From an optimization exercise on the open Yosys and OpenROAD flow, aimed at small area, a short achievable clock period and few clock cycles; shortcuts taken in it are not production practice.
Function was not checked in any run shown here: the RTL went through the layout flow alone.
Power is estimated from default activity; no workload was simulated.

[design/flow/flow/run.sh]
#!/bin/bash
# Layout: the standard ORFS flow (standard.sh, unchanged synthesis) with
# these settings:
#  - timing repair aims for 6.7 ns of setup slack (the default flow allows 5),
#  - no gate cloning during timing repair,
#  - port buffers are sky130_fd_sc_hd__buf_1,
#  - clock-tree sink clusters of up to 25 flip-flops within 80 um.
# All tool output goes to standard.log here (and ORFS's own logs under orfs/).
export SETUP_SLACK_MARGIN=6.7
export SKIP_GATE_CLONING=1
export BUFFER_PORTS_ARGS="-buffer_cell sky130_fd_sc_hd__buf_1"
export CTS_CLUSTER_SIZE=25
export CTS_CLUSTER_DIAMETER=80
bash standard.sh finish > standard.log 2>&1
[design/flow/standard.sh]
#!/bin/bash
# synth_recipe.tcl (not shown) runs the flow's synth.tcl, then flattens the netlist and writes it again
# the make line also repeats each setting of config.mk as NAME=value (left out here)
make -C /OpenROAD-flow-scripts/flow DESIGN_CONFIG=/design/flow/config.mk WORK_HOME=/design/flow/orfs CLKGATE_MAP_FILE= SYNTH_SCRIPT=/design/flow/synth_recipe.tcl "${@:-finish}"
[design/flow/config.mk]
export PLATFORM = sky130hd
export DESIGN_NAME = pfsm
export DESIGN_NICKNAME = pfsm
export VERILOG_FILES = /design/flow/design.v
export SDC_FILE = /design/flow/constraint.sdc
export NUM_CORES = 8
export LEC_CHECK = 0
export CAP_MARGIN = 20
export CORE_MARGIN = 2
export CORE_UTILIZATION = 60
export SLEW_MARGIN = 20
[design/flow/constraint.sdc]
create_clock -name core_clock -period 10.0 [get_ports {clk}]
set_input_delay 2.0000 -clock core_clock [delete_from_list [all_inputs] [get_ports {clk}]]
set_output_delay 2.0000 -clock core_clock [all_outputs]
set_load 0.01 [all_outputs]
[design/flow/design.v]
module pfsm #(
    parameter [7:0] MARKER0      = 8'hA5,
    parameter [7:0] MARKER1      = 8'h5A,
    parameter [7:0] RETRY_BUDGET = 8'd2
) (
    input  wire         clk,
    input  wire         rst,
    input  wire         h_valid,
    output wire         h_ready,
    input  wire [18:0]  h_data,
    output reg          r_valid,
    input  wire         r_ready,
    output reg  [7:0]   r_data,
    output reg          r_last,
    input  wire         irq_valid,
    input  wire [3:0]   irq_flags,
    output reg          o_valid,
    input  wire         o_ready,
    output reg  [3:0]   o_op,
    output reg  [7:0]   o_data,
    input  wire         i_valid,
    output wire         i_ready,
    input  wire [7:0]   i_data,
    output wire         cip_req,
    output wire         cip_dir,
    output wire [127:0] cip_din,
    output wire [127:0] cip_key,
    input  wire         cip_done,
    input  wire         cip_timeout,
    input  wire [127:0] cip_dout,
    output wire         idle,
    output wire         fatal,
    output wire [2:0]   fault
);
    localparam [6:0] MAX_FRAME = 7'd96;
    localparam [3:0] OP_CONFIGURE = 4'd1,
                     OP_RX_ARM    = 4'd2,
                     OP_STROBE_RDY= 4'd3,
                     OP_FLUSH_RX  = 4'd4,
                     OP_FIFO_WR   = 4'd5,
                     OP_FIFO_BYTE = 4'd6,
                     OP_STROBE_TX = 4'd7,
                     OP_POWER_DN  = 4'd8,
                     OP_FIFO_RD   = 4'd9,
                     OP_METRICS   = 4'd10,
                     OP_MSG_AVAIL = 4'd11,
                     OP_DATA_SENT = 4'd12;
    localparam [1:0] M_UNINIT = 2'd0, M_RUN = 2'd1, M_STOPPED = 2'd2;
    localparam [2:0] F_OVERSIZE = 3'd1, F_NOT_INIT = 3'd2, F_TXDONE = 3'd3,
                     F_CRYPTO = 3'd4, F_BADCMD = 3'd5;
    localparam [4:0]
        ST_IDLE   = 5'd0,
        ST_DRAIN  = 5'd1,
        ST_INIT   = 5'd2,
        ST_INITW  = 5'd3,
        ST_RDSRC  = 5'd4,
        ST_RDDAT  = 5'd5,
        ST_W2STB  = 5'd6,
        ST_W2FRD  = 5'd7,
        ST_W2MET  = 5'd8,
        ST_W2FLU  = 5'd9,
        ST_W2PAR  = 5'd10,
        ST_RELIS  = 5'd11,
        ST_W3FLU  = 5'd12,
        ST_W3RET  = 5'd13,
        ST_XHDR   = 5'd14,
        ST_XDAT   = 5'd15,
        ST_XSTB   = 5'd16,
        ST_W2EM   = 5'd17;
    localparam [1:0] I_OFF = 2'd0, I_LEN = 2'd1, I_DAT = 2'd2, I_MET = 2'd3;
    reg [4:0]   st;
    reg [1:0]   mode;
    reg         fat;
    reg [2:0]   fault_r;
    reg         snap2, afill;
    reg         kact;
    reg [7:0]   next_seq, good_lqi, good_rssi;
    reg         tx_busy, tx_enc, tx_wack, tx_ack;
    reg [7:0]   tx_dest, tx_seq;
    reg [6:0]   tx_n;
    reg [1:0]   tx_retries;
    reg [2:0]   tx_lb;         
    reg [2:0]   tx_rot;        
    reg         rx_parsed, rx_decdone;
    reg [6:0]   rx_len;        
    reg [7:0]   rx_src, rx_rssi, rx_lqi;
    reg [7:0]   rx_b2, rx_seq, rx_b5;
    reg         rx_f0, rx_mk;
    reg [2:0]   rx_sh;         
    reg         iact, isrc, in_rdy;
    reg [6:0]   icnt;
    reg [6:0]   ocnt;          
    reg [1:0]   ist;
    reg [7:0]   frem;
    reg         creq, cdir, cfail, c_last, f_first, pend, p_last;
    reg [3:0]   sv;            
    reg         c_first;       
    reg         hr, ir, idl;
    reg [127:0] A;
    reg [31:0]  S;
    reg [127:0] key;
    reg [127:0] t0, t1, t2, t3, t4, t5;
    reg [127:0] q0, q1, q2, q3, q4, q5;
    assign h_ready = hr;
    assign i_ready = ir;
    assign idle    = idl;
    assign fatal   = fat;
    assign fault   = fault_r;
    assign cip_req = creq;
    assign cip_dir = cdir;
    assign cip_din = A;
    assign cip_key = key;
    wire o_free = !o_valid || o_ready;
    wire r_free = !r_valid || r_ready;
    reg  [7:0]  rx_plen;       
    always @(posedge clk) rx_plen <= rx_b2 - 8'd5;
    wire [6:0]  h20 = h_data[6:0] + 7'd20;
    reg  [18:0] cq;
    reg         cv;
    wire [2:0]  op   = cq[18:16];
    wire [7:0]  op_a = cq[15:8];
    wire [7:0]  op_n = cq[7:0];
    reg         cq_z, cq_16, cq_big, cq_lt;
    reg [2:0]   cq_pb;
    always @(posedge clk) begin
        cq     <= h_data;
        cq_z   <= (h_data[7:0] == 8'd0);
        cq_16  <= (h_data[7:0] == 8'd16);
        cq_big <= (h_data[7:0] > 8'd91);
        cq_lt  <= (h_data[7:0] < rx_plen);
        cq_pb  <= h20[6:4];
        if (rst) cv <= 1'b0;
        else     cv <= idl && h_valid;
    end
    wire [7:0] bus  = isrc ? i_data : h_data[7:0];
    wire       in_v = isrc ? i_valid : h_valid;
    wire       acc  = iact && in_rdy && in_v;
    wire [3:0] pos  = icnt[3:0];
    wire       lastb = (frem == 8'd1) || (isrc && icnt == 7'd95);
    wire       blk_cmp = acc && (pos == 4'd15 || lastb);
    wire       ok_done = creq && cip_done;
    wire       fail_now = creq && cip_timeout;
    wire       can_start = !creq || ok_done;
    wire       start = can_start && (pend || blk_cmp) && !cfail;
    wire       wA = acc && !creq;
    wire       wS = acc && creq;
    wire       tx_load = ok_done && !cdir;
    wire       rx_load = ok_done && cdir;
    wire       tx_rot_en = (tx_rot != 3'd0);
    wire       rx_sh_en  = (rx_sh != 3'd0);
    wire [7:0] tx_byte = (tx_rot == 3'd1) ? t1[7:0] : t0[8*ocnt[3:0] +: 8];
    wire [7:0] rx_byte = (rx_sh == 3'd1) ? q1[7:0] : q0[8*ocnt[3:0] +: 8];
    wire       tx_can  = (tx_rot == 3'd0) || (tx_rot == 3'd1 && ocnt[3:0] == 4'd0);
    wire       rx_can  = (rx_sh == 3'd0) || (rx_sh == 3'd1 && ocnt[3:0] == 4'd0);
    wire        frame_valid = (rx_len >= 7'd5) && rx_mk && (rx_b2 >= 8'd5) && (rx_b2 <= {1'b0, rx_len});
    wire [6:0]  rx_lm1  = rx_len - 7'd1;
    wire [2:0]  rx_lb   = rx_lm1[6:4];       
    wire [7:0]  rd_cnt  = cq_lt ? op_n : rx_plen;
    wire        relisten = tx_busy && tx_wack;
    reg [4:0]   st_n;
    reg [1:0]   mode_n;
    reg         fat_n;
    reg [2:0]   fault_n;
    reg         snap2_n, afill_n, kact_n;
    reg [7:0]   next_seq_n, good_lqi_n, good_rssi_n;
    reg         tx_busy_n, tx_enc_n, tx_wack_n, tx_ack_n;
    reg [7:0]   tx_dest_n, tx_seq_n;
    reg [6:0]   tx_n_n;
    reg [1:0]   tx_retries_n;
    reg [2:0]   tx_rot_n;
    reg         rx_parsed_n, rx_decdone_n;
    reg [6:0]   rx_len_n;
    reg [7:0]   rx_src_n, rx_rssi_n, rx_lqi_n;
    reg [2:0]   rx_sh_n;
    reg         iact_n, isrc_n, in_rdy_n;
    reg [6:0]   icnt_n, ocnt_n;
    reg [1:0]   ist_n;
    reg [7:0]   frem_n;
    reg         creq_n, cdir_n, cfail_n, c_last_n, f_first_n, pend_n, p_last_n;
    reg         o_valid_n, r_valid_n, r_last_n;
    reg [3:0]   o_op_n;
    reg [7:0]   o_data_n, r_data_n;
    reg         fs_tx, fs_ack, fs_rx;
    reg [7:0]   fs_p, fs_seq;
    reg         acc_idle_n;
    reg [4:0]   st_b;
    reg         ov_b, rv_b, isrc_b;
    reg [1:0]   ist_b;
    wire        irq_go = idl && !h_valid && irq_valid && mode == M_RUN && !fat && irq_flags[2:0] != 3'd0;
    wire        fifo_end = i_valid && ist == I_DAT && ir && frem == 8'd1;
    wire        met_end  = i_valid && ist == I_MET && frem[1:0] == 2'd2;
    wire        lqi_go   = idl && h_valid && !fat && mode == M_RUN &&
                           (h_data[18:16] == 3'd3 || h_data[18:16] == 3'd4);
    wire        irq_work = irq_flags[0] ? tx_busy : (irq_flags[2:1] != 2'd0);
    reg [3:0]   pw_op, pop, pop_n;
    reg         pw_dat, pdat, pdat_n;
    reg [4:0]   pw_st, pst, pst_n;
    always @(posedge clk) begin
        pop <= pop_n; pdat <= pdat_n; pst <= pst_n;
    end
    always @* begin
        st_n = st; mode_n = mode; fat_n = fat; fault_n = fault_r;
        snap2_n = snap2; afill_n = afill; kact_n = kact;
        next_seq_n = next_seq; good_lqi_n = good_lqi; good_rssi_n = good_rssi;
        tx_busy_n = tx_busy; tx_enc_n = tx_enc; tx_wack_n = tx_wack; tx_ack_n = tx_ack;
        tx_dest_n = tx_dest; tx_seq_n = tx_seq; tx_n_n = tx_n; tx_retries_n = tx_retries;
        tx_rot_n = tx_rot;
        rx_parsed_n = rx_parsed; rx_decdone_n = rx_decdone; rx_len_n = rx_len;
        rx_src_n = rx_src; rx_rssi_n = rx_rssi; rx_lqi_n = rx_lqi;
        rx_sh_n = rx_sh;
        iact_n = iact; isrc_n = isrc; icnt_n = icnt; ocnt_n = ocnt;
        ist_n = ist; frem_n = frem;
        creq_n = creq; cdir_n = cdir; cfail_n = cfail; c_last_n = c_last; f_first_n = f_first;
        pend_n = pend; p_last_n = p_last;
        o_valid_n = o_valid; o_op_n = o_op; o_data_n = o_data;
        r_valid_n = r_valid; r_data_n = r_data; r_last_n = r_last;
        pop_n = pop; pdat_n = pdat; pst_n = pst;
        pw_op = OP_RX_ARM; pw_dat = 1'b0; pw_st = ST_IDLE;
        fs_tx = 1'b0; fs_ack = 1'b0; fs_rx = (st == ST_W2FRD); fs_p = 8'd16; fs_seq = next_seq;
        if (o_valid && o_ready) o_valid_n = 1'b0;
        if (r_valid && r_ready) r_valid_n = 1'b0;
        if (tx_rot_en) tx_rot_n = tx_rot - 3'd1;
        if (rx_sh_en)  rx_sh_n  = rx_sh - 3'd1;
        if (acc) begin
            icnt_n = icnt + 7'd1;
            if (!isrc) frem_n = frem - 8'd1;
            if (lastb) iact_n = 1'b0;
        end
        if (start) begin
            creq_n    = 1'b1;
            f_first_n = 1'b0;
            c_last_n  = pend ? p_last : lastb;
            pend_n    = 1'b0;
        end else begin
            if (creq && (cip_done || cip_timeout)) creq_n = 1'b0;
            if (blk_cmp && !cfail) begin
                pend_n   = 1'b1;
                p_last_n = lastb;
            end
        end
        if (fail_now) begin
            cfail_n = 1'b1;
            pend_n  = 1'b0;
            fat_n   = 1'b1;
            if (fault_r == 3'd0) fault_n = F_CRYPTO;
        end
        if (tx_load) begin
            tx_rot_n = c_last ? (3'd5 - tx_lb) : 3'd1;
            if (c_last) begin
                tx_enc_n  = 1'b1;
                tx_wack_n = !tx_ack;
            end
        end
        if (rx_load) begin
            rx_sh_n = c_last ? (3'd5 - rx_lb) : 3'd1;
            if (c_last) rx_decdone_n = 1'b1;
        end
        case (ist)
        I_LEN: if (i_valid) begin
            rx_len_n = (i_data > 8'd96) ? MAX_FRAME : i_data[6:0];
            frem_n  = i_data;
            icnt_n  = 7'd0;
            iact_n  = (i_data != 8'd0);
            ist_n   = (i_data == 8'd0) ? I_MET : I_DAT;
        end
        I_DAT: if (i_valid && ir) begin
            frem_n = frem - 8'd1;
            if (frem == 8'd1) ist_n = I_MET;
        end
        I_MET: if (i_valid) begin
            case (frem[1:0])           
                2'd0: rx_src_n  = i_data;
                2'd3: rx_rssi_n = i_data;
                default: rx_lqi_n = i_data;
            endcase
            frem_n = frem - 8'd1;
            if (frem[1:0] == 2'd2) ist_n = I_OFF;
        end
        default: ;
        endcase
        if (kact && h_valid) begin
            frem_n = frem - 8'd1;
            if (frem == 8'd1) kact_n = 1'b0;
        end
        case (st)
        ST_IDLE: begin
            if (cv) begin
                frem_n = op_n;
                if (fat) begin
                    if ((op == 3'd0 || op == 3'd1) && !cq_z) st_n = ST_DRAIN;
                end else if (op == 3'd6 || op == 3'd7) begin
                    fat_n = 1'b1; if (fault_r == 3'd0) fault_n = F_BADCMD;
                end else if (op == 3'd0 && !cq_16) begin
                    fat_n = 1'b1; if (fault_r == 3'd0) fault_n = F_BADCMD;
                    if (!cq_z) st_n = ST_DRAIN;
                end else if (op != 3'd0 && mode != M_RUN) begin
                    fat_n = 1'b1; if (fault_r == 3'd0) fault_n = F_NOT_INIT;
                    if (op == 3'd1 && !cq_z) st_n = ST_DRAIN;
                end else if (op == 3'd0 && mode == M_RUN) begin
                    st_n = ST_DRAIN;
                end else begin
                    case (op)
                    3'd0: begin                   
                        next_seq_n  = 8'd0;
                        good_lqi_n  = 8'd0;
                        good_rssi_n = 8'd0;
                        tx_busy_n   = 1'b0;
                        tx_enc_n    = 1'b0;
                        tx_wack_n   = 1'b0;
                        rx_parsed_n = 1'b0;
                        kact_n      = 1'b1;
                        o_valid_n = 1'b1; o_op_n = OP_CONFIGURE; o_data_n = op_a;
                        st_n        = ST_INIT;
                    end
                    3'd1: begin                   
                        if (cq_big) begin
                            fat_n = 1'b1; if (fault_r == 3'd0) fault_n = F_OVERSIZE;
                            st_n = ST_DRAIN;
                        end else if (tx_busy) begin
                            if (!cq_z) st_n = ST_DRAIN;
                        end else begin
                            tx_busy_n    = 1'b1;
                            tx_enc_n     = 1'b0;
                            tx_wack_n    = 1'b0;
                            tx_ack_n     = 1'b0;
                            tx_dest_n    = op_a;
                            tx_seq_n     = next_seq;
                            next_seq_n   = next_seq + 8'd1;
                            tx_retries_n = RETRY_BUDGET[1:0];
                            tx_n_n       = op_n[6:0];
                            tx_rot_n     = 3'd0;
                            icnt_n       = 7'd5;
                            iact_n       = (!cq_z);
                            isrc_n       = 1'b0;
                            cdir_n       = 1'b0;
                            cfail_n      = 1'b0;
                            fs_tx        = 1'b1;
                            fs_p         = {1'b0, cq_pb, 4'b0};
                            if (cq_z) begin
                                creq_n    = 1'b1;
                                c_last_n  = 1'b1;
                                f_first_n = 1'b0;
                            end else begin
                                f_first_n = 1'b1;
                            end
                            afill_n      = 1'b0;
                            snap2_n      = 1'b0;
                            st_n         = ST_XHDR;
                        end
                    end
                    3'd2: begin                   
                        r_valid_n = 1'b1;
                        if (!rx_parsed) begin
                            r_data_n = 8'd0;
                            r_last_n = 1'b1;
                        end else begin
                            r_data_n    = rd_cnt;
                            r_last_n    = 1'b0;
                            frem_n     = rd_cnt[6:0];
                            rx_parsed_n = 1'b0;
                            st_n        = ST_RDSRC;
                        end
                    end
                    3'd5: begin                   
                        o_valid_n = 1'b1; o_op_n = OP_POWER_DN; o_data_n = 8'd0;
                        mode_n = M_STOPPED;
                    end
                    default: ;
                    endcase
                end
            end
        end
        ST_DRAIN: if (h_valid) begin
            frem_n = frem - 8'd1;
            if (frem == 8'd1) st_n = ST_IDLE;
        end
        ST_INIT: if (o_free) begin
            o_valid_n = 1'b1; o_op_n = OP_RX_ARM; o_data_n = 8'd0;
            st_n = ST_INITW;
        end
        ST_INITW: if (!kact) begin
            mode_n = M_RUN;
            st_n   = ST_IDLE;
        end
        ST_RDSRC: if (r_free) begin
            r_valid_n = 1'b1; r_data_n = rx_src; r_last_n = (frem == 7'd0);
            ocnt_n = 7'd5;
            st_n = (frem == 7'd0) ? ST_IDLE : ST_RDDAT;
        end
        ST_RDDAT: if (r_free && rx_can) begin
            r_valid_n = 1'b1; r_data_n = rx_byte; r_last_n = (frem == 7'd1);
            ocnt_n  = ocnt + 7'd1;
            frem_n = frem - 7'd1;
            if (ocnt[3:0] == 4'd15) rx_sh_n = 3'd1;
            if (frem == 7'd1) st_n = ST_IDLE;
        end
        ST_W2STB: if (o_free) begin
            o_valid_n = 1'b1; o_op_n = OP_STROBE_RDY; o_data_n = 8'd0;
            st_n = ST_W2FRD;
        end
        ST_W2FRD: if (o_free) begin
            o_valid_n = 1'b1; o_op_n = OP_FIFO_RD; o_data_n = 8'd0;
            st_n = ST_W2MET;
        end
        ST_W2MET: if (o_free && (ist == I_MET || fifo_end)) begin    
            o_valid_n = 1'b1; o_op_n = OP_METRICS; o_data_n = 8'd0;
            st_n = ST_W2FLU;
        end
        ST_W2FLU: if (o_free && (ist == I_OFF || met_end)) begin
            o_valid_n = 1'b1; o_op_n = OP_FLUSH_RX; o_data_n = 8'd0;
            st_n = (rx_len == 7'd0) ? ST_RELIS : ST_W2PAR;
        end
        ST_W2PAR: begin
            if (cfail) begin
                st_n = ST_IDLE;
            end else if (rx_decdone) begin
                pw_op = OP_RX_ARM; pw_dat = 1'b0;
                pw_st = snap2 ? ST_W3FLU : ST_IDLE;
                if (!frame_valid) begin
                    pw_dat = relisten;
                end else begin
                    good_lqi_n  = rx_lqi;
                    good_rssi_n = rx_rssi;
                    if (rx_f0) begin
                        if (rx_b2 >= 8'd6 && tx_busy && tx_seq == rx_b5) begin
                            tx_busy_n = 1'b0; tx_enc_n = 1'b0; tx_wack_n = 1'b0;
                            pw_op = OP_DATA_SENT;
                            pw_st = ST_RELIS;
                        end else begin
                            pw_dat = 1'b1;
                        end
                    end else if (rx_b2 != 8'd5) begin
                        rx_parsed_n = 1'b1;
                        pw_op = OP_MSG_AVAIL;
                        if (tx_busy) begin
                            pw_st = ST_RELIS;
                        end else begin
                            tx_busy_n    = 1'b1;
                            tx_enc_n     = 1'b0;
                            tx_wack_n    = 1'b0;
                            tx_ack_n     = 1'b1;
                            tx_dest_n    = rx_src;
                            tx_seq_n     = next_seq;
                            next_seq_n   = next_seq + 8'd1;
                            tx_retries_n = 2'd0;
                            tx_n_n       = 7'd1;
                            tx_rot_n     = 3'd0;
                            cdir_n       = 1'b0;
                            cfail_n      = 1'b0;
                            fs_ack       = 1'b1;
                            creq_n       = 1'b1;
                            c_last_n     = 1'b1;
                            f_first_n    = 1'b0;
                            afill_n      = 1'b1;
                            pw_st        = snap2 ? ST_W3FLU : ST_XHDR;
                        end
                    end else begin
                        rx_parsed_n = 1'b1;
                        pw_dat = relisten;
                    end
                end
                pop_n = pw_op; pdat_n = pw_dat; pst_n = pw_st;
                if (o_free) begin
                    o_valid_n = 1'b1; o_op_n = pw_op; o_data_n = {7'd0, pw_dat};
                    st_n = pw_st;
                end else begin
                    st_n = ST_W2EM;
                end
            end
        end
        ST_W2EM: if (o_free) begin
            o_valid_n = 1'b1; o_op_n = pop; o_data_n = {7'd0, pdat};
            st_n = pst;
        end
        ST_RELIS: if (o_free) begin
            o_valid_n = 1'b1; o_op_n = OP_RX_ARM; o_data_n = {7'd0, relisten};
            st_n = snap2 ? ST_W3FLU : ST_IDLE;
        end
        ST_W3FLU: if (o_free) begin
            o_valid_n = 1'b1; o_op_n = OP_FLUSH_RX; o_data_n = 8'd0;
            if (afill) st_n = ST_XHDR;
            else if (tx_busy && tx_enc) st_n = ST_W3RET;
            else st_n = ST_IDLE;
        end
        ST_W3RET: if (o_free) begin
            o_valid_n = 1'b1;
            if (tx_retries == 2'd0) begin
                tx_busy_n = 1'b0; tx_enc_n = 1'b0; tx_wack_n = 1'b0;
                o_op_n = OP_RX_ARM; o_data_n = 8'd0;
                st_n = ST_IDLE;
            end else begin
                tx_retries_n = tx_retries - 2'd1;
                o_op_n = OP_FIFO_WR; o_data_n = tx_dest;
                ocnt_n = 7'd0;
                st_n = ST_XDAT;
            end
        end
        ST_XHDR: begin
            if (cfail) begin
                if (!iact) st_n = ST_IDLE;
            end else if (tx_enc && o_free) begin
                o_valid_n = 1'b1; o_op_n = OP_FIFO_WR; o_data_n = tx_dest;
                ocnt_n = 7'd0;
                st_n = ST_XDAT;
            end
        end
        ST_XDAT: if (o_free && tx_can) begin
            o_valid_n = 1'b1; o_op_n = OP_FIFO_BYTE; o_data_n = tx_byte;
            ocnt_n = ocnt + 7'd1;
            if (ocnt[3:0] == 4'd15) begin
                if (ocnt[6:4] == tx_lb) begin
                    tx_rot_n = 3'd6 - tx_lb;
                    st_n = ST_XSTB;
                end else begin
                    tx_rot_n = 3'd1;
                end
            end
        end
        ST_XSTB: if (o_free) begin
            o_valid_n = 1'b1; o_op_n = OP_STROBE_TX; o_data_n = 8'd0;
            st_n = ST_IDLE;
        end
        default: st_n = ST_IDLE;
        endcase
        st_b = st_n; ov_b = o_valid_n; rv_b = r_valid_n; isrc_b = isrc_n; ist_b = ist_n;
        if (lqi_go) begin
            r_valid_n = 1'b1; r_last_n = 1'b1;
            r_data_n  = h_data[16] ? good_lqi : good_rssi;
        end
        if (irq_go) begin
            snap2_n = irq_flags[2];
            afill_n = 1'b0;
            if (irq_flags[1] && !(irq_flags[0] && !tx_busy)) begin
                rx_parsed_n  = 1'b0;
                rx_decdone_n = 1'b0;
                rx_sh_n      = 3'd0;
                ist_n        = I_LEN;
                f_first_n    = 1'b1;
                cfail_n      = 1'b0;
                cdir_n       = 1'b1;
                isrc_n       = 1'b1;
            end
            if (irq_flags[0]) begin
                if (!tx_busy) begin
                    fat_n = 1'b1; if (fault_r == 3'd0) fault_n = F_TXDONE;
                end else begin
                    o_valid_n = 1'b1; o_op_n = OP_RX_ARM; o_data_n = {7'd0, tx_wack};
                    if (!tx_wack) begin
                        tx_busy_n = 1'b0; tx_enc_n = 1'b0;
                    end
                    if (irq_flags[1]) st_n = ST_W2STB;
                    else if (irq_flags[2]) st_n = ST_W3FLU;
                end
            end else if (irq_flags[1]) begin
                o_valid_n = 1'b1; o_op_n = OP_STROBE_RDY; o_data_n = 8'd0;
                st_n = ST_W2FRD;
            end else begin
                o_valid_n = 1'b1; o_op_n = OP_FLUSH_RX; o_data_n = 8'd0;
                if (tx_busy && tx_enc) st_n = ST_W3RET;
            end
        end
        begin : rdy
            reg [3:0] p_n;
            p_n = acc ? pos + 4'd1 : pos;
            in_rdy_n = iact_n && !(creq_n && p_n >= 4'd4);
        end
        if (fs_tx) in_rdy_n = iact_n;
        if (ist == I_LEN && i_valid) in_rdy_n = 1'b1;
        acc_idle_n = (st_b == ST_IDLE) && !ov_b && !rv_b;
    end
    wire op0  = (op == 3'd0);
    wire op1  = (op == 3'd1);
    wire op67 = (op[2:1] == 2'b11);
    wire run  = (mode == M_RUN);
    wire d_init = !fat && op0 && cq_16 && !run;
    wire d_fill = !fat && op1 && run && !cq_big && !tx_busy;
    wire d_drain = fat ? ((op0 || op1) && !cq_z) :
                   op67 ? 1'b0 :
                   (op0 && !cq_16) ? !cq_z :
                   (!op0 && !run) ? (op1 && !cq_z) :
                   op0 ? 1'b1 :
                   op1 ? (cq_big || (tx_busy && !cq_z)) : 1'b0;
    wire d_nowork = fat ? !((op0 || op1) && !cq_z) :
                    op67 ? 1'b1 :
                    (op0 && !cq_16) ? cq_z :
                    (!op0 && !run) ? !(op1 && !cq_z) :
                    (op1 && !cq_big && tx_busy && cq_z);
    wire dec    = (st == ST_IDLE) && cv;
    wire h_last = h_valid && (frem == 8'd1);
    wire d_lqi  = !fat && run && (op == 3'd3 || op == 3'd4);
    wire idle_x = ((st == ST_IDLE) && !cv && o_free && r_free) ||
                  (dec && d_nowork) || (dec && d_lqi && r_free) ||
                  ((st == ST_DRAIN) && h_last) ||
                  ((st == ST_INITW) && !kact && o_free) ||
                  ((st == ST_W2PAR) && cfail && o_free) ||
                  ((st == ST_XHDR) && cfail && !iact && o_free);
    wire tx_act  = iact && !isrc;
    wire acc_t   = tx_act && in_rdy && h_valid;
    wire [3:0] p_t = acc_t ? pos + 4'd1 : pos;
    wire blk_t   = acc_t && (pos == 4'd15 || frem == 8'd1);
    wire start_t = (!creq || ok_done) && (pend || blk_t) && !cfail;
    wire creq_t  = start_t || (creq && !(cip_done || cip_timeout));
    wire hr_tx_x = (tx_act && !(acc_t && frem == 8'd1) && !(creq_t && p_t >= 4'd4)) ||
                   (dec && d_fill && !cq_z);
    wire hr_x    = idle_x ||
                   ((st == ST_DRAIN) && !h_last) || (dec && d_drain) ||
                   (kact && !(h_valid && frem == 8'd1)) || (dec && d_init) ||
                   hr_tx_x;
    always @(posedge clk) begin
        if (rst) begin
            st <= ST_IDLE; mode <= M_UNINIT; fat <= 1'b0; fault_r <= 3'd0;
            kact <= 1'b0; tx_busy <= 1'b0; tx_rot <= 3'd0;
            rx_parsed <= 1'b0; rx_sh <= 3'd0;
            iact <= 1'b0; in_rdy <= 1'b0; ist <= I_OFF;
            creq <= 1'b0; pend <= 1'b0; cfail <= 1'b0;
            o_valid <= 1'b0; r_valid <= 1'b0;
            hr <= 1'b0; ir <= 1'b0; idl <= 1'b0;
        end else begin
            st <= st_n; mode <= mode_n; fat <= fat_n; fault_r <= fault_n;
            kact <= kact_n; tx_busy <= tx_busy_n; tx_rot <= tx_rot_n;
            rx_parsed <= rx_parsed_n; rx_sh <= rx_sh_n;
            iact <= iact_n; in_rdy <= in_rdy_n; ist <= ist_n;
            creq <= creq_n; pend <= pend_n; cfail <= cfail_n;
            o_valid <= o_valid_n; r_valid <= r_valid_n;
            if (idl) begin
                hr  <= !h_valid && !(irq_go && irq_work);
                ir  <= irq_go && irq_flags[1] && !(irq_flags[0] && !tx_busy);
                idl <= !h_valid && !(irq_go && irq_work);
            end else begin
                hr  <= hr_x;
                ir  <= (ist_b == I_LEN) || (ist_b == I_MET) || (ist_b == I_DAT && (!iact_n || in_rdy_n));
                idl <= idle_x;
            end
        end
    end
    always @(posedge clk) begin
        snap2 <= snap2_n; afill <= afill_n;
        next_seq <= next_seq_n; good_lqi <= good_lqi_n; good_rssi <= good_rssi_n;
        tx_enc <= tx_enc_n; tx_wack <= tx_wack_n; tx_ack <= tx_ack_n;
        tx_dest <= tx_dest_n; tx_seq <= tx_seq_n; tx_n <= tx_n_n; tx_retries <= tx_retries_n;
        rx_decdone <= rx_decdone_n; rx_len <= rx_len_n;
        rx_src <= rx_src_n; rx_rssi <= rx_rssi_n; rx_lqi <= rx_lqi_n;
        isrc <= isrc_n; icnt <= icnt_n; ocnt <= ocnt_n;
        frem <= frem_n;
        cdir <= cdir_n; c_last <= c_last_n; f_first <= f_first_n; p_last <= p_last_n;
        o_op <= o_op_n; o_data <= o_data_n;
        r_data <= r_data_n; r_last <= r_last_n;
        tx_lb  <= (tx_n + 7'd4) >> 4;
        if (rx_load && c_first) begin
            rx_mk  <= (cip_dout[7:0] == MARKER0) && (cip_dout[15:8] == MARKER1);
            rx_b2  <= cip_dout[23:16];
            rx_f0  <= cip_dout[24];
            rx_seq <= cip_dout[39:32];
            rx_b5  <= cip_dout[47:40];
        end
    end
    always @(posedge clk) begin
        if (start) c_first <= f_first;
    end
    wire       fs_hdr = fs_tx || fs_ack;
    wire       a_clr  = fs_hdr || fs_rx || ok_done;
    wire [7:0] busz   = a_clr ? 8'h00 : bus;
    wire [7:0] hdr2   = fs_p;
    wire [7:0] hdr4   = fs_seq;
    wire [7:0] hdr5   = fs_ack ? rx_seq : 8'h00;
    integer k;
    always @(posedge clk) begin
        for (k = 0; k < 16; k = k + 1) begin
            if ((wA && pos == k) || a_clr) begin
                if (k < 4 && ok_done && ((wS && pos[1:0] == k) || sv[k]))
                    A[8*k +: 8] <= (wS && pos[1:0] == k) ? bus : S[8*k +: 8];
                else if (k == 0 && fs_hdr) A[8*k +: 8] <= MARKER0;
                else if (k == 1 && fs_hdr) A[8*k +: 8] <= MARKER1;
                else if (k == 2 && fs_hdr) A[8*k +: 8] <= hdr2;
                else if (k == 3 && fs_hdr) A[8*k +: 8] <= {7'd0, fs_ack};
                else if (k == 4 && fs_hdr) A[8*k +: 8] <= hdr4;
                else if (k == 5 && fs_hdr) A[8*k +: 8] <= hdr5;
                else                       A[8*k +: 8] <= busz;
            end
        end
        for (k = 0; k < 4; k = k + 1)
            if (wS && pos[1:0] == k) S[8*k +: 8] <= bus;
    end
    always @(posedge clk) begin
        if (rst) sv <= 4'd0;
        else if (ok_done || fail_now) sv <= 4'd0;
        else if (wS) sv <= sv | (4'd1 << pos[1:0]);
    end
    always @(posedge clk) begin
        if (tx_rot_en) begin
            t0 <= t1; t1 <= t2; t2 <= t3; t3 <= t4; t4 <= t5;
        end
        if (tx_rot_en) t5 <= t0;
        else if (creq && !cdir) t5 <= cip_dout;    
    end
    always @(posedge clk) begin
        if (rx_sh_en) begin
            q0 <= q1; q1 <= q2; q2 <= q3; q3 <= q4; q4 <= q5;
        end
        if (creq && cdir) q5 <= cip_dout;          
    end
    reg       kv;
    always @(posedge clk) begin
        if (rst) kv <= 1'b0;
        else     kv <= kact && h_valid;
        if (kv) key <= {cq[7:0], key[127:8]};
    end
endmodule
==> summary.txt, run 1 <==
- Outcome: no timing/DRC/antenna violations
- Post-Syn Instances: 4107
- RePlAce Congestion: 0.947
- CTS tree: built
- Area of placed instances: 76700 um2
- Total GRT Usage: 25.3%
- CTS Root Cell: clkbuf_16
- Hold Startpoint: q5[21]$_DFFE_PP_
- CTS Buffer Depth: 3
- Netlist cell types: 108
- CORE AREA: 121000 um2
- WL met3: 11600 um
- Slew Viols, Final: 0
- Cell count after placement: 6095
- Slowest stage delay, CP: 340 ps
- Min-Delay Path Class: reg -> reg
- Critical path class: in -> reg
- CP Cell Sequence: buf_1, buf_6, nand4_1, a21oi_4, nand2b_4, nand3_2, nor3_4, nand2_1, o41ai_1, a31oi_1
- Synth Net Count: 4311
- PD cells: 288 nW/um2
- CP top delay family: simple AND/OR/NAND/NOR gates
- Clk pin slew, worst setup/hold paths: 100 ps
- Total vias in the final route: 37300
- RSZ-0062 raised after global routing: yes
- Syn. warnings: 25
- Seq/Total Area, Yosys: 82.9%
- Ys async rst share: 0%
- Synth area leaders: edfxtp_1 (79%), dfxtp_1 (3.9%), nand2_1 (3.4%), mux4_2 (1.7%), nor2_1 (0.85%)
- Area of the mapped netlist: 73100 um2
- Die Width: 353 um
- Leak: 28.8 nW
- Post-synthesis register bit count: 2067
- WP buf/inv: 2
- Layout Skew: 67.9 ps
- Via density: 5.76
- Worst-path maximum fanout: 5
- Cell Rows: 128
- Die ar.: 125000 um2
- Design Area, Final: 82400 um2
- Final Non-Filler Cells: 6467
- Setup TNS: 0 ps
- Post-synth EDFFs: 1924
- Worst path required time: 10580 ps
- WHS Path Cells: 0
- Worst Tran Pin Value: 1110 ps
- Maxcap violations: 0
- Top-Level Pins: 456
- Worst Hold End: q4[21]$_DFFE_PN_
- Largest net degree at the start of global routing: 216
- Count leader, synth: edfxtp_1
- R2R Setup Slk: 6720 ps
- Hold_ws: 414 ps
- Syn avg cell area: 17.8 um2
- Top cell type by total area after synthesis: edfxtp_1
- Slew HR: 26.3%
- Area share of the largest cell type after synthesis: 79.0%
- Synth cell count leaders: edfxtp_1 (1924), nand2_1 (671), nor2_1 (165)
- Final setup violation count: 0
- Initial antenna violation count: 22
- Remaining antenna violation count: 0
- Startpoint types: input pin
- Global-route wire length before repair: 229000 um
- DP HPWL: 104000 um
- Wire per inst: 25.1 um
- Fill cells: 8201
- GR Overflow Total: 0
- H-tree Lvls: 3
- CP max-delay cell: a21oi_4
- Initial drt markers: 4289
- IO buf count: 454
- Final Hold Vio Count: 0
- Path depth of the worst reg2reg path: 8
- Nets: 4978
- WL met2: 74900 um
- Maximum clock frequency: 0.296 GHz
- Vias in the first global route: 34800
- Clock latency (worst-skew pair): 740 ps
- Die Ht: 353 um
- Area added between synthesis and finish: 12.7%
- First-pass DRT Iterations: 6
- Crit. End Element: flop
- WL final: 162000 um
- VDD IR max: 319 uV
- Uppermost layer routed: met5
- Layout cells sized above 1: 16.3%
- Worst EP arrival: 3960 ps
- Initial core utilization: 60.2%
- Period utilization: 33.8%
- Power, Total: 23.7 mW
- Worst reg2reg endpoint: r_data[7]$_DFFE_PP_
- DRC Markers: 0
- Wl on met1: 70600 um
- CTS sink count: 2067
- Reg2reg start: ocnt[0]$_DFFE_PP_
- Minimum clock period: 3380 ps
- Synth Flop Type: edfxtp_1
- CTS Buf Count: 97
==> power breakdown <==
part / internal, mW / switching (mW)
Sequential: 14.4 / 0.957
Clock: 1.92 / 2.57
Combinational: 0.945 / 2.99
==> cells in the final DEF (no fill, tap or decap), types with 98 or more instances in the layout <==
cell	synthesis	layout
a21oi_1	104	98
buf_1	14	262
buf_4	3	228
clkbuf_16	0	99
clkbuf_2	2	130
dfxtp_1	143	120
edfxtp_1	1924	1924
nand2_1	671	665
nor2_1	165	157
o21ai_0	118	110
==> per-layer routing <==
metal	vias to the layer above	global-route usage (%)
met5	-	0
met4	22	7.40
met3	259	4.40
met2	1409	38.6
met1	18700	38.1
li1	16900	-
==> sequential cells by signal, indices dropped and copies added (netlist names), 19 cells and up <==
name	count
t2	128
q1	128
cq	19
t3	128
t5	128
key	128
t4	128
t0	128
q2	128
t1	128
q3	128
q4	128
q5	128
A	128
S	32
q0	128
==> metrics by stage <==
step	utilization [%]	setup WS, ps
after global placement	63.2	4620
after global routing	67.8	6570
after floorplan	-	5610
after CTS	66.8	6570
final	67.8	6620
after detailed placement	63.2	4550
==> worst max-delay path by stage <==
stage	from	endpoint	slack, ps	cells after the start
after floorplan	cdir$_DFF_P_	q5[0]$_DFFE_PP_	5610	2
after global placement	st[4]$_SDFF_PP0_	A[87]$_DFFE_PP_	4620	13
after detailed placement	st[4]$_SDFF_PP0_	A[87]$_DFFE_PP_	4550	13
after CTS	key[126]$_DFFE_PP_	cip_key[126]	6570	1
after global routing	key[126]$_DFFE_PP_	cip_key[126]	6570	1
final	i_valid	o_op[1]$_DFF_P_	6620	10
==> timing repair <==
| action | in CTS | in global routing |
|---|---|---|
| gates resized for setup | 205 | 197 |
| pin swaps | 20 | 29 |
| buffers inserted | 115 | 89 |
| hold buffers | 0 | 0 |
| setup endpoints to repair | 1002 | 939 |
==> logic make-up after synthesis <==
family | synth area share [%]
XOR/XNOR | 0.695
adder cells (fa/ha/maj) | 0.616
flip-flops | 82.9
buffers and inverters | 1.29
multiplexers | 3.27
AO/OA/AOI/OAI | 4.27
AND/OR/NAND/NOR | 6.91
==> area by class of cell <==
cell class	instances	area (um2)	share of cell area, %
sequential	2067	60700	73.7
multi-input combinational	1826	12100	14.7
timing repair buffer	710	4310	5.23
clock buffer	143	2640	3.21
tap	1625	2030	2.47
inverter	72	310	0.377
clock inverter	18	295	0.359
antenna	6	15.0	0.0182
==> run 2, diff against run 1 <==
--- a/design/flow/design.v
+++ b/design/flow/design.v
@@ -89,7 +89,6 @@
     reg [2:0]   rx_sh;         
     reg         iact, isrc, in_rdy;
     reg [6:0]   icnt;
-    reg [6:0]   ocnt;          
     reg [1:0]   ist;
     reg [7:0]   frem;
     reg         creq, cdir, cfail, c_last, f_first, pend, p_last;
@@ -120,14 +119,13 @@
     wire [2:0]  op   = cq[18:16];
     wire [7:0]  op_a = cq[15:8];
     wire [7:0]  op_n = cq[7:0];
-    reg         cq_z, cq_16, cq_big, cq_lt;
+    reg         cq_z, cq_16, cq_big;
     reg [2:0]   cq_pb;
     always @(posedge clk) begin
         cq     <= h_data;
         cq_z   <= (h_data[7:0] == 8'd0);
         cq_16  <= (h_data[7:0] == 8'd16);
         cq_big <= (h_data[7:0] > 8'd91);
-        cq_lt  <= (h_data[7:0] < rx_plen);
         cq_pb  <= h20[6:4];
         if (rst) cv <= 1'b0;
         else     cv <= idl && h_valid;
@@ -148,14 +146,13 @@
     wire       rx_load = ok_done && cdir;
     wire       tx_rot_en = (tx_rot != 3'd0);
     wire       rx_sh_en  = (rx_sh != 3'd0);
-    wire [7:0] tx_byte = (tx_rot == 3'd1) ? t1[7:0] : t0[8*ocnt[3:0] +: 8];
-    wire [7:0] rx_byte = (rx_sh == 3'd1) ? q1[7:0] : q0[8*ocnt[3:0] +: 8];
-    wire       tx_can  = (tx_rot == 3'd0) || (tx_rot == 3'd1 && ocnt[3:0] == 4'd0);
-    wire       rx_can  = (rx_sh == 3'd0) || (rx_sh == 3'd1 && ocnt[3:0] == 4'd0);
+    wire [7:0] tx_byte = (tx_rot == 3'd1) ? t1[7:0] : t0[8*icnt[3:0] +: 8];
+    wire [7:0] rx_byte = (rx_sh == 3'd1) ? q1[7:0] : q0[8*icnt[3:0] +: 8];
+    wire       tx_can  = (tx_rot == 3'd0) || (tx_rot == 3'd1 && icnt[3:0] == 4'd0);
+    wire       rx_can  = (rx_sh == 3'd0) || (rx_sh == 3'd1 && icnt[3:0] == 4'd0);
     wire        frame_valid = (rx_len >= 7'd5) && rx_mk && (rx_b2 >= 8'd5) && (rx_b2 <= {1'b0, rx_len});
     wire [6:0]  rx_lm1  = rx_len - 7'd1;
     wire [2:0]  rx_lb   = rx_lm1[6:4];       
-    wire [7:0]  rd_cnt  = cq_lt ? op_n : rx_plen;
     wire        relisten = tx_busy && tx_wack;
     reg [4:0]   st_n;
     reg [1:0]   mode_n;
@@ -173,7 +170,7 @@
     reg [7:0]   rx_src_n, rx_rssi_n, rx_lqi_n;
     reg [2:0]   rx_sh_n;
     reg         iact_n, isrc_n, in_rdy_n;
-    reg [6:0]   icnt_n, ocnt_n;
+    reg [6:0]   icnt_n;
     reg [1:0]   ist_n;
     reg [7:0]   frem_n;
     reg         creq_n, cdir_n, cfail_n, c_last_n, f_first_n, pend_n, p_last_n;
@@ -189,6 +186,8 @@
     wire        irq_go = idl && !h_valid && irq_valid && mode == M_RUN && !fat && irq_flags[2:0] != 3'd0;
     wire        fifo_end = i_valid && ist == I_DAT && ir && frem == 8'd1;
     wire        met_end  = i_valid && ist == I_MET && frem[1:0] == 2'd2;
+    wire        rd_go    = idl && h_valid && !fat && mode == M_RUN && h_data[18:16] == 3'd2;
+    wire [7:0]  h_cnt    = (h_data[7:0] < rx_plen) ? h_data[7:0] : rx_plen;
     wire        lqi_go   = idl && h_valid && !fat && mode == M_RUN &&
                            (h_data[18:16] == 3'd3 || h_data[18:16] == 3'd4);
     wire        irq_work = irq_flags[0] ? tx_busy : (irq_flags[2:1] != 2'd0);
@@ -208,7 +207,7 @@
         rx_parsed_n = rx_parsed; rx_decdone_n = rx_decdone; rx_len_n = rx_len;
         rx_src_n = rx_src; rx_rssi_n = rx_rssi; rx_lqi_n = rx_lqi;
         rx_sh_n = rx_sh;
-        iact_n = iact; isrc_n = isrc; icnt_n = icnt; ocnt_n = ocnt;
+        iact_n = iact; isrc_n = isrc; icnt_n = icnt;
         ist_n = ist; frem_n = frem;
         creq_n = creq; cdir_n = cdir; cfail_n = cfail; c_last_n = c_last; f_first_n = f_first;
         pend_n = pend; p_last_n = p_last;
@@ -348,19 +347,6 @@
                             st_n         = ST_XHDR;
                         end
                     end
-                    3'd2: begin                   
-                        r_valid_n = 1'b1;
-                        if (!rx_parsed) begin
-                            r_data_n = 8'd0;
-                            r_last_n = 1'b1;
-                        end else begin
-                            r_data_n    = rd_cnt;
-                            r_last_n    = 1'b0;
-                            frem_n     = rd_cnt[6:0];
-                            rx_parsed_n = 1'b0;
-                            st_n        = ST_RDSRC;
-                        end
-                    end
                     3'd5: begin                   
                         o_valid_n = 1'b1; o_op_n = OP_POWER_DN; o_data_n = 8'd0;
                         mode_n = M_STOPPED;
@@ -384,14 +370,14 @@
         end
         ST_RDSRC: if (r_free) begin
             r_valid_n = 1'b1; r_data_n = rx_src; r_last_n = (frem == 7'd0);
-            ocnt_n = 7'd5;
+            icnt_n = 4'd5;
             st_n = (frem == 7'd0) ? ST_IDLE : ST_RDDAT;
         end
         ST_RDDAT: if (r_free && rx_can) begin
             r_valid_n = 1'b1; r_data_n = rx_byte; r_last_n = (frem == 7'd1);
-            ocnt_n  = ocnt + 7'd1;
+            icnt_n  = icnt[3:0] + 4'd1;
             frem_n = frem - 7'd1;
-            if (ocnt[3:0] == 4'd15) rx_sh_n = 3'd1;
+            if (icnt[3:0] == 4'd15) rx_sh_n = 3'd1;
             if (frem == 7'd1) st_n = ST_IDLE;
         end
         ST_W2STB: if (o_free) begin
@@ -491,7 +477,7 @@
             end else begin
                 tx_retries_n = tx_retries - 2'd1;
                 o_op_n = OP_FIFO_WR; o_data_n = tx_dest;
-                ocnt_n = 7'd0;
+                icnt_n = 7'd0;
                 st_n = ST_XDAT;
             end
         end
@@ -500,15 +486,15 @@
                 if (!iact) st_n = ST_IDLE;
             end else if (tx_enc && o_free) begin
                 o_valid_n = 1'b1; o_op_n = OP_FIFO_WR; o_data_n = tx_dest;
-                ocnt_n = 7'd0;
+                icnt_n = 7'd0;
                 st_n = ST_XDAT;
             end
         end
         ST_XDAT: if (o_free && tx_can) begin
             o_valid_n = 1'b1; o_op_n = OP_FIFO_BYTE; o_data_n = tx_byte;
-            ocnt_n = ocnt + 7'd1;
-            if (ocnt[3:0] == 4'd15) begin
-                if (ocnt[6:4] == tx_lb) begin
+            icnt_n = icnt + 7'd1;
+            if (icnt[3:0] == 4'd15) begin
+                if (icnt[6:4] == tx_lb) begin
                     tx_rot_n = 3'd6 - tx_lb;
                     st_n = ST_XSTB;
                 end else begin
@@ -523,6 +509,19 @@
         default: st_n = ST_IDLE;
         endcase
         st_b = st_n; ov_b = o_valid_n; rv_b = r_valid_n; isrc_b = isrc_n; ist_b = ist_n;
+        if (rd_go) begin
+            r_valid_n = 1'b1;
+            if (!rx_parsed) begin
+                r_data_n = 8'd0;
+                r_last_n = 1'b1;
+            end else begin
+                r_data_n    = h_cnt;
+                r_last_n    = 1'b0;
+                frem_n      = h_cnt;
+                rx_parsed_n = 1'b0;
+                st_n        = ST_RDSRC;
+            end
+        end
         if (lqi_go) begin
             r_valid_n = 1'b1; r_last_n = 1'b1;
             r_data_n  = h_data[16] ? good_lqi : good_rssi;
@@ -587,7 +586,7 @@
                     (op1 && !cq_big && tx_busy && cq_z);
     wire dec    = (st == ST_IDLE) && cv;
     wire h_last = h_valid && (frem == 8'd1);
-    wire d_lqi  = !fat && run && (op == 3'd3 || op == 3'd4);
+    wire d_lqi  = !fat && run && (op == 3'd2 || op == 3'd3 || op == 3'd4);
     wire idle_x = ((st == ST_IDLE) && !cv && o_free && r_free) ||
                   (dec && d_nowork) || (dec && d_lqi && r_free) ||
                   ((st == ST_DRAIN) && h_last) ||
@@ -640,7 +639,7 @@
         tx_dest <= tx_dest_n; tx_seq <= tx_seq_n; tx_n <= tx_n_n; tx_retries <= tx_retries_n;
         rx_decdone <= rx_decdone_n; rx_len <= rx_len_n;
         rx_src <= rx_src_n; rx_rssi <= rx_rssi_n; rx_lqi <= rx_lqi_n;
-        isrc <= isrc_n; icnt <= icnt_n; ocnt <= ocnt_n;
+        isrc <= isrc_n; icnt <= icnt_n;
         frem <= frem_n;
         cdir <= cdir_n; c_last <= c_last_n; f_first <= f_first_n; p_last <= p_last_n;
         o_op <= o_op_n; o_data <= o_data_n;
==> summary.txt, run 2 <==
- Outcome: no timing/DRC/antenna violations
- Post-layout util: 68.2%
- DRC Markers: 0
- CTS Buffer Depth: 3
- Total vias in the final route: 36300
- Remaining antenna violation count: 0
- Ys async rst share: 0%
- Clock latency (worst-skew pair): 730 ps
- Worst path required time: 10460 ps
- CTS Buf Count: 95
- Critical path class: in -> reg
- Netlist cell types: 95
- Slew Viols, Final: 0
- Global-route wire length before repair: 231000 um
- Syn. warnings: 25
- RSZ-0062 raised after global routing: yes
- Sw frac: 26.7%
- Area share of the largest cell type after synthesis: 79.3%
- Slowest stage delay, CP: 330 ps
- Initial antenna violation count: 20
- Initial drt markers: 3763
- Area of the mapped netlist: 72600 um2
- Final setup violation count: 0
- Syn avg cell area: 19.0 um2
- Worst Tran Pin Value: 1080 ps
- CORE AREA: 120000 um2
- Total GRT Usage: 25.7%
- Minimum clock period: 3490 ps
- Worst EP arrival: 3950 ps
- Leak: 27.6 nW
- RePlAce Congestion: 0.945
- Commonest cells after routing, fill and taps aside: edfxtp_1 (1917), buf_1 (288), nand2_1 (270)
- Area added between synthesis and finish: 12.7%
- PD cells: 289 nW/um2
- CTS tree: built
- Period utilization: 34.9%
- Startpoint types: input pin
- Die Width: 352 um
- Cell Rows: 127
- Commonest non-fill, non-tap cell in the layout: edfxtp_1
- Via density: 5.92
- Maximum clock frequency: 0.287 GHz
- CP max-delay cell: a2111oi_4
- Synth area leaders: edfxtp_1 (79%), dfxtp_1 (3.9%), mux4_2 (2.4%), mux2_2 (2.1%), nand2_1 (1.5%)
- Post-synthesis register bit count: 2059
- Die Ht: 352 um
- Seq/Total Area, Yosys: 83.2%
- DP HPWL: 108000 um
- Share of total power in combinational logic: 17.2%
- Setup TNS: 0 ps
- WL final: 162000 um
- Final Hold Vio Count: 0
- Top cell type by total area after synthesis: edfxtp_1
- Nets: 4677
- Vias in the first global route: 34000
- VDD IR max: 238 uV
- Crit. End Element: flop
- IO buf count: 454
- Post-synth EDFFs: 1917
- Synth Flop Type: edfxtp_1
- Maxcap violations: 0
- Die ar.: 124000 um2
- Count leader, synth: edfxtp_1
- CP Cell Sequence: buf_1, buf_6, ha_4, a2111oi_4, nor2b_4, o21ai_2, o211ai_1, buf_6, buf_6, mux2i_2, o21ai_1, o22a_1
- Synth cell count leaders: edfxtp_1 (1917), nand2_1 (286), dfxtp_1 (142), nor2_1 (142), mux2_2 (134)
- Wire per inst: 26.5 um
- Synth Net Count: 4032
- Reg power frac: 64.6%
- Top-Level Pins: 456
- H-tree Lvls: 3
- Worst-path maximum fanout: 6
- GR Overflow Total: 0
- Clock power share: 18.1%
- Pint: 17.3 mW
- Sw power: 6.33 mW
- CTS Root Cell: clkbuf_16
- Slew HR: 28.0%
- Largest net degree at the start of global routing: 175
- Layout cells sized above 1: 20.3%
- First-pass DRT Iterations: 6
- Layout Skew: 39.2 ps
- Min-Delay Path Class: reg -> reg
- Most frequent cell on the critical path: buf_6
- Clk pin slew, worst setup/hold paths: 100 ps
- Power, Total: 23.7 mW
- Post-Syn Instances: 3830
- CTS sink count: 2059
- Initial core utilization: 60.5%
-- run 2: cell types whose count changed in the layout (fill, tap and decap cells not counted), moves of 17 or more --
cell and delta:
and2_1 -17, buf_1 +26, buf_4 -36, buf_6 +18
clkbuf_1 -25, clkbuf_2 -33, mux2_2 +123, mux4_1 -18
mux4_2 +18, nand2_1 -395, nor2_1 -23
-- run 2: cell type report --
class | instances | area, um2
diodes | 1 | 2.50
clock buffers | 115 | 2470
clock inverters | 16 | 236
fillers | 7928 | 38100
inverters | 65 | 305
multi-input cells | 1569 | 12200
flip-flops and latches | 2059 | 60500
well taps | 1612 | 2020
repair buffers | 685 | 4110
-- run 2: final timing paths --
kind                           start                   to  slack (ps)  cells past startpoint
hold reg to reg     q1[21]$_DFFE_PN_     q0[21]$_DFFE_PN_         400                      0
hold / removal      q1[21]$_DFFE_PN_     q0[21]$_DFFE_PN_         400                      0
setup / recovery           h_data[6]  r_data[3]$_DFFE_PP_        6510                     12
setup reg to reg  rx_b2[4]$_DFFE_PP_      A[83]$_DFFE_PP_        6750                     11
-- run 2: worst max-delay path: cells and delay by family --
kind	cells	cell delay [ps]
AO/OA/AOI/OAI	5	800
buffers and inverters	4	550
multiplexers	1	220
AND/OR/NAND/NOR	1	210
adder cells (fa/ha/maj)	1	160
-- run 2: cells by family (layout without fill, tap and decap cells) --
group / Yosys count / count (layout) / synth area share [%]
and+or+nand+nor: 734 / 734 / 4.93
DFF: 2059 / 2059 / 83.2
adders and majority gates: 34 / 34 / 0.586
AOI/OAI and AO/OA: 501 / 501 / 4.60
other: 0 / 1 / 0
muxes: 247 / 247 / 4.98
xor gates and xnor gates: 53 / 53 / 0.639
buffers and inverters: 202 / 881 / 1.09
-- run 2: what timing repair did --
item,CTS,global route
buffers inserted,90,78
endpoints found under the setup margin,858,581
resized for setup,271,208
hold buffers,0,0
pin swaps,19,23
-- run 2: layer usage --
layer | up-vias | GRT usage (%) | routed length [um]
met3 | 307 | 4.35 | 10700
met4 | 26 | 8.68 | 6140
met2 | 1378 | 40.1 | 75800
li1 | 16200 | - | -
met5 | - | 0 | 147
met1 | 18400 | 37.5 | 69700
-- run 2: power groups by stage --
stage	Combinational (mW)	Sequential (mW)	Clock, mW
floorplan	2.66	15.2	0
global placement	3.88	15.3	0
detailed placement	3.92	15.5	0
CTS	4.09	15.3	4.42
global route	4.42	15.6	4.68
finish	4.08	15.3	4.30
-- run 2: through the flow --
stage / hold WS [ps] / area (um2) / instances / setup slack [ps]
4_1_cts: 415 / 80700 / 6043 / 6450
3_5_place_dp: 405 / 76400 / 5822 / 4630
6_report: 402 / 81900 / 6122 / 6510
2_1_floorplan: 400 / 72700 / 3830 / 5880
3_3_place_gp: 400 / 76400 / 5822 / 4680
5_1_grt: 420 / 81900 / 6121 / 6490

[port drivers added, routing unchanged]
The flow's constraints put no driver on any port. The routed layouts listed below were extracted and timed again, unchanged, in two steps.
Step 1 (the two cells are an assumption about what drives the block):
set clk [get_ports {clk}]
set_driving_cell -lib_cell sky130_fd_sc_hd__clkbuf_16 $clk
set_driving_cell -lib_cell sky130_fd_sc_hd__buf_2 [delete_from_list [all_inputs] $clk]
Step 2 also shifts input and output timing later by t, the mid clock arrival at the registers, as if the neighbouring blocks saw the same clock.
Slacks: ideal ports / drivers / drivers and shift; pairs: ideal ports / drivers.
run	t, ns	slack for setup (ns)	cell pins on the clock port's net
run 1	0.777	6.622 / 6.569 / 5.840	1
run 2	0.782	6.510 / 6.531 / 5.749	1
After both steps every run listed still meets setup and hold. For run 1, which loses most, drivers alone change the setup slack by -0.053 ns; drivers and shift together by -0.782 ns.
